This is an optimization exercise on Yosys and OpenROAD, whose aim is small area, not a production implementation. At most, simulation tests tie the RTL to the original design; equivalence was not proved. Power figures rest on the tool's default switching activity, not on a simulated workload.

==> inputs of v9 <==
Design es51922_core, start of the top module:
module es51922_core (
    input  wire        clk,
    input  wire        rst,
    input  wire        in_valid,
    input  wire [7:0]  in_len,
    input  wire [95:0] in_pkt,
    output reg         out_valid,
    output wire        out_err,
    output wire [2:0]  out_err_code,
    output wire [3:0]  out_err_lane,
    output wire [3:0]  out_mode,
    output wire [4:0]  out_unit,
    output wire [4:0]  out_disp_unit,
    output wire [1:0]  out_cur_kind,
    output wire [1:0]  out_peak,
    output wire [1:0]  out_op,
    output wire        out_rel,
    output wire        out_hold,
    output wire        out_batt,
    output wire        out_val_present,
    output wire [17:0] out_mant,
    output wire [2:0]  out_disp_prec,
    output wire [5:0]  out_val_exp,
    output wire        out_label_valid,
    output wire [3:0]  out_label
);
    wire [6:0] c_range = in_pkt[6:0];
    wire [6:0] c_dig4  = in_pkt[14:8];
    wire [6:0] c_dig3  = in_pkt[22:16];
    wire [6:0] c_dig2  = in_pkt[30:24];
    wire [6:0] c_dig1  = in_pkt[38:32];
    wire [6:0] c_dig0  = in_pkt[46:40];
  ...
export LEC_CHECK = 0
export CAP_MARGIN = 20
export CORE_MARGIN = 2
export CORE_UTILIZATION = 40
export SLEW_MARGIN = 20
export SYNTH_HIERARCHICAL = 1
create_clock -name core_clock -period 8.0 [get_ports {clk}]
standard.sh (not shown) runs the stock make flow with config.mk's settings and CLKGATE_MAP_FILE= SYNTH_SCRIPT=/design/flow/synth_recipe.tcl, a recipe that flattens the netlist after the stock synthesis.
==> flow/flow/run.sh <==
#!/bin/bash
# The standard layout (standard.sh) with small port buffers (buf_1) and a clock
# tree built without dummy loads. Full tool output goes to standard_flow.log
# here and to ORFS's own per-step logs under orfs/logs/.
set -euo pipefail
bash standard.sh \
  "BUFFER_PORTS_ARGS=-buffer_cell sky130_fd_sc_hd__buf_1" \
  "CTS_ARGS=-sink_clustering_enable -repair_clock_nets -dont_use_dummy_load" \
  finish > standard_flow.log 2>&1
==> v19: changes against v9 <==
==> flow/run.sh (new file) <==
#!/bin/bash
# synth_recipe.tcl (not shown) runs the flow's synth.tcl, then flattens the netlist and writes it again
# the make line also repeats each setting of config.mk as NAME=value (left out here)
make -C /OpenROAD-flow-scripts/flow DESIGN_CONFIG=/design/flow/config.mk WORK_HOME=/design/flow/orfs CLKGATE_MAP_FILE= SYNTH_SCRIPT=/design/flow/synth_recipe.tcl finish
removed: flow/flow/run.sh
removed: flow/standard.sh
==> summary of the runs <==
Between v9 and v19, the lower combinational power is in v9 (gap about 13%, measured against v19).
v9 produced a clean layout. v19 passed the timing, design-rule and antenna checks.
Against v9, the cell area of v19 is higher by 21%.
In synthesized cell count, v19 and v9 do not differ.
Between v9 and v19, the lower first-iteration DRC count is in v19 (gap about 24%, measured against v19).
Between v19 and v9, the lower global-route usage is in v9 (gap 1.3 points).
Maximum frequency: v19 is lower than v9 (5.0%).
Via count is about the same in v9 and v19.
Of v19 and v9, v19 has the higher clock power (gap 39%, measured against v9).
Non-clock buffer count is the same in v9 and v19.
In v9 the setup slack is higher than in v19, by 0.35 ns.
Of v9 and v19, v19 has the higher worst hold slack (gap 0.0082 ns).
==> figures <==
item	v19	v9
Share of layout cells above drive strength 1	4.12%	3.68%
Final area over synthesized area	1.415x	1.169x
Routed WL	12200 µm	11600 µm
Max incr delay on CP	0.66 ns	0.49 ns
Slew @ Worst Pin	0.991 ns	0.986 ns
Switching share of total power	34.2%	37.2%
Internal power component	0.000409 W	0.000340 W
Fraction of cell area in non-clock buffers	27.0%	12.6%
Count of non-filler cells in the finished layout	788	785
Area of all placed cells without fillers	5710 µm²	4720 µm²
Detail-routed net length per standard cell	15.4 µm	14.8 µm
Worst VDD drop	68.5 µV	56.7 µV
Total combinational power	0.000287 W	0.000250 W
Status	timing/DRC/antenna clean	timing/DRC/antenna clean
Detailed placement HPWL	9790 µm	9240 µm
Clock-cell share of area	1.97%	1.46%
Placed Area	5590 µm²	4640 µm²
Worst setup slack after placement	0.604 ns	0.938 ns
Met2 capacity usage during global routing	34.8%	31.1%
Combinational power share	46.0%	46.1%
Crit path time final	7.07 ns	6.72 ns
Routed metal-1 wire length	5850 µm	5660 µm
Power density normalized to cell area	109 nW/µm²	115 nW/µm²

---

==> inputs of build 35 <==
Another version of the RTL of es51922_core (not shown whole).
clock: 8.0 ns
lec_check: 0
cap_margin: 20
core_margin: 2
core_utilization: 40
slew_margin: 20
synth_hierarchical: 1
==> flow/flow/run.sh <==
#!/bin/bash
# The standard layout (standard.sh) with three changes:
#  - synthesis runs the standard flow's own synthesis script, but its final ABC mapping
#    uses flow/area.abc (area-oriented: &deepsyn restructuring for up to 150 s
#    per module, then area-recovering mapping; no ABC buffering or upsizing);
#  - ports are buffered with buf_1;
#  - the clock tree is built from clkbuf_4 cells, without dummy loads.
# Full tool output: standard_flow.log here, and ORFS's per-step logs in orfs/logs/.
set -euo pipefail
here=$(pwd)
{
  head -n 1 synth_recipe.tcl
  cat <<'T'
proc abc {args} {
  set i [lsearch -exact $args -script]
  if {$i >= 0} { lset args [expr {$i+1}] $::env(FLOW_ABC_SCRIPT) }
  yosys abc {*}$args
}
T
  tail -n +2 synth_recipe.tcl
} > synth_area.tcl
export FLOW_ABC_SCRIPT="$here/flow/area.abc"
bash standard.sh \
  "SYNTH_SCRIPT=$here/synth_area.tcl" \
  "BUFFER_PORTS_ARGS=-buffer_cell sky130_fd_sc_hd__buf_1" \
  "CTS_ARGS=-sink_clustering_enable -repair_clock_nets -dont_use_dummy_load -buf_list sky130_fd_sc_hd__clkbuf_4 -root_buf sky130_fd_sc_hd__clkbuf_4 -sink_clustering_size 20" \
  finish > standard_flow.log 2>&1
==> flow/flow/area.abc <==
&get -n
&st
&deepsyn -T 150 -J 2000
&dch -f
&nf -R 1000 -p
&put
topo
stime -c
==> inputs of build 58, as changes to build 35 <==
--- a/flow/flow/run.sh
+++ b/flow/flow/run.sh
@@ -25,3 +25,3 @@
   "BUFFER_PORTS_ARGS=-buffer_cell sky130_fd_sc_hd__buf_1" \
-  "CTS_ARGS=-sink_clustering_enable -repair_clock_nets -dont_use_dummy_load -buf_list sky130_fd_sc_hd__clkbuf_4 -root_buf sky130_fd_sc_hd__clkbuf_4 -sink_clustering_size 20" \
+  "CTS_ARGS=-sink_clustering_enable -repair_clock_nets -dont_use_dummy_load -buf_list sky130_fd_sc_hd__clkbuf_4 -root_buf sky130_fd_sc_hd__clkbuf_4 -sink_clustering_size 10 -sink_clustering_max_diameter 60" \
   finish > standard_flow.log 2>&1
==> flow/flow/area.abc (replaced) <==
&get -n
&st
&syn2
&synch2
&dch -f
&nf -R 1000 -p
&st
&dch -f
&nf -R 1000 -p
&put
topo
stime -c
CAP_MARGIN = 5   (was 20)
SLEW_MARGIN = 5   (was 20)
==> impl_metrics.json <==
{
  "status": "timing/DRC/antenna clean",
  "path_cells": "buf_1 > fa_1 > fa_1 > fa_1 > fa_1 > ha_1 > fa_1 > ha_1 > fa_1 > fa_1 > fa_1 > ha_1 > fa_1 > fa_1 > fa_1 > ha_1 > o21ai_0 > nand3_1 > nor2b_1 > a22oi_1 > nor2_1",
  "dp.cells": 724,
  "reg2reg_slack_ns": 6.65,
  "num-nonclk-inverters": 9,
  "grt_util_met3": 0.03373,
  "clk_pin_slew_ns": 0.11,
  "grt_use_total": 0.2229,
  "use_met2": 0.3976,
  "multiInputGateArea_um2": 2889,
  "fin_ws_ns": 0.5486,
  "synth-compound-area-share": 0.2483,
  "clk_share": 0.008508,
  "multi_input_area_share": 0.6548,
  "synthXorXnorAreaFrac": 0.03606,
  "dr.pass1.iters": 4
}
# the run above: build 58

==> impl_metrics.json <==
{
  "multiInputGateArea_um2": 2545,
  "path_cells": "buf_1 > fa_1 > fa_1 > fa_1 > fa_1 > ha_1 > fa_1 > ha_1 > fa_1 > fa_1 > fa_1 > ha_1 > fa_1 > fa_1 > fa_1 > ha_1 > a21o_1 > a21o_1 > a32o_1",
  "status": "timing/DRC/antenna clean",
  "dr.pass1.iters": 6,
  "timing.final.crit_period_ns": 7.361,
  "dp.cells": 650,
  "tns_ns": 0,
  "ys_seq_area_frac": 0.2128,
  "reg2reg_slack_ns": 6.98,
  "multi_input_area_share": 0.6291,
  "switching_share": 0.3730,
  "num-nonclk-inverters": 8,
  "clk_share": 0.009279,
  "clk_pin_slew_ns": 0.12,
  "antenna_found_initial": 0,
  "grt_use_total": 0.2095,
  "use_met2": 0.3712,
  "fin_ws_ns": 0.6392
}
# the run above: build 35


---

==> inputs of 03-18 <==
es51922_core, a different RTL version from the one above (not shown whole).
export LEC_CHECK = 0
export CAP_MARGIN = 20
export CORE_MARGIN = 2
export CORE_UTILIZATION = 40
export SLEW_MARGIN = 20
export SYNTH_HIERARCHICAL = 1
create_clock -name core_clock -period 8.0 [get_ports {clk}]
==> flow/flow/run.sh <==
#!/bin/bash
# The standard layout (standard.sh) with three changes:
#  - synthesis runs the standard flow's own synthesis script, but its final ABC mapping
#    uses flow/area.abc (area-oriented: &deepsyn restructuring for up to 150 s
#    per module, then area-recovering mapping; no ABC buffering or upsizing);
#  - ports are buffered with buf_1;
#  - the clock tree is built from clkbuf_4 cells, without dummy loads.
# Full tool output: standard_flow.log here, and ORFS's per-step logs in orfs/logs/.
set -euo pipefail
here=$(pwd)
{
  head -n 1 synth_recipe.tcl
  cat <<'T'
proc abc {args} {
  set i [lsearch -exact $args -script]
  if {$i >= 0} { lset args [expr {$i+1}] $::env(FLOW_ABC_SCRIPT) }
  yosys abc {*}$args
}
T
  tail -n +2 synth_recipe.tcl
} > synth_area.tcl
export FLOW_ABC_SCRIPT="$here/flow/area.abc"
bash standard.sh \
  "SYNTH_SCRIPT=$here/synth_area.tcl" \
  "BUFFER_PORTS_ARGS=-buffer_cell sky130_fd_sc_hd__buf_1" \
  "CTS_ARGS=-sink_clustering_enable -repair_clock_nets -dont_use_dummy_load -buf_list sky130_fd_sc_hd__clkbuf_4 -root_buf sky130_fd_sc_hd__clkbuf_4 -sink_clustering_size 20" \
  finish > standard_flow.log 2>&1
==> flow/flow/area.abc <==
&get -n
&st
&deepsyn -T 150 -J 2000
&dch -f
&nf -R 1000 -p
&put
topo
stime -c
==> 05-14 (differences from 03-18) <==
--- a/flow/flow/run.sh
+++ b/flow/flow/run.sh
@@ -3,4 +3,3 @@
 #  - synthesis runs the standard flow's own synthesis script, but its final ABC mapping
-#    uses flow/area.abc (area-oriented: &deepsyn restructuring for up to 150 s
-#    per module, then area-recovering mapping; no ABC buffering or upsizing);
+#    uses flow/area.abc (area-oriented, no ABC buffering or upsizing);
 #  - ports are buffered with buf_1;
==> flow/flow/area.abc (replaced) <==
&get -n
&st
&dch -f
&nf -R 1000
&put
topo
stime -c
==> comparison <==
Sequential cell count is the same in 03-18 and 05-14.
In 05-14 the synthesized cell count is larger than in 03-18, by about 27%.
Against 05-14, the setup slack of 03-18 is higher by 0.13 ns.
Of 05-14 and 03-18, 05-14 has the higher cell count (gap about 17%, measured against 03-18).
Non-clock buffer count: 05-14 is higher than 03-18 (2).
Count of clock-buffer cells in the layout is the same in 05-14 and 03-18.
Between 05-14 and 03-18, the lower sequential share of layout area is in 05-14 (gap 1.7 points).
==> figures <==
                                                                            05-14      03-18
Outcome                                                  timing/DRC/antenna clean  timing/DRC/antenna clean
P_clk                                                                   0.0811 mW  0.0807 mW
Worst Hold Slack                                                        0.4675 ns  0.4646 ns
Share of Yosys cell area claimed by the top area cell type                 18.84%     21.28%
Overall global routing resource usage                                      21.29%     21.48%
Final Core Density                                                         49.33%     50.06%
Standard-cell row count                                                        35         33
Cell count along the critical path                                             20         21
Final worst slack                                                       0.5389 ns  0.6653 ns
Via count of the first global-routing pass                                   3939       3329
Total via count after detailed routing                                       4200       3571
DRC violation total after the first TritonRoute iteration                     212        110
Non-filler instance count after layout                                        761        650
Fraction of power consumed by sequential logic                              31.6%      32.7%
Met3 WL post-DR                                                            594 µm     869 µm
Post-synthesis share of cell area spent on and, or, nand and nor gates     36.60%     25.96%
No functional check of the RTL was part of any run of this note.

-- static timing again, ports no longer ideal --
The flow's constraints put no driver on any port. The routed layouts listed below were extracted and timed again, unchanged, in two steps. Step 1: set_driving_cell puts a clkbuf_16 on clk and a buf_2 on each other input, an assumption about the parent block. Step 2 adds t to the input delays and takes it off the output delays; t is the mean of the earliest and latest rising clock arrival at the registers after step 1. Input paths then give back, and output paths get back, about the clock's delay inside the block. Slacks: ideal ports / drivers / drivers and shift; pairs: ideal ports / drivers.
| run | shift t [ns] | setup slack, ns | clock arrival spread, ns | worst slew at a driven data input, ns | pins driven straight from the clock port |
|---|---|---|---|---|---|
| v9 | 0.309 | 1.280 / 1.287 / 0.978 | 0.014 / 0.014 | 0.06 | 1 |
| v19 | 0.304 | 0.929 / 0.929 / 0.625 | 0.012 / 0.012 | 0.05 | 1 |
| build 35 | 0.343 | 0.639 / 0.642 / 0.299 | 0.035 / 0.035 | 0.05 | 1 |
| build 58 | 0.345 | 0.549 / 0.558 / 0.213 | 0.033 / 0.033 | 0.04 | 1 |
| 03-18 | 0.341 | 0.665 / 0.665 / 0.324 | 0.026 / 0.026 | 0.05 | 1 |
| 05-14 | 0.350 | 0.539 / 0.545 / 0.196 | 0.029 / 0.029 | 0.04 | 1 |
After both steps setup and hold are still met in every run listed. The setup slack of 05-14, which loses most, moves by +0.006 ns with the drivers and by -0.343 ns with both steps.
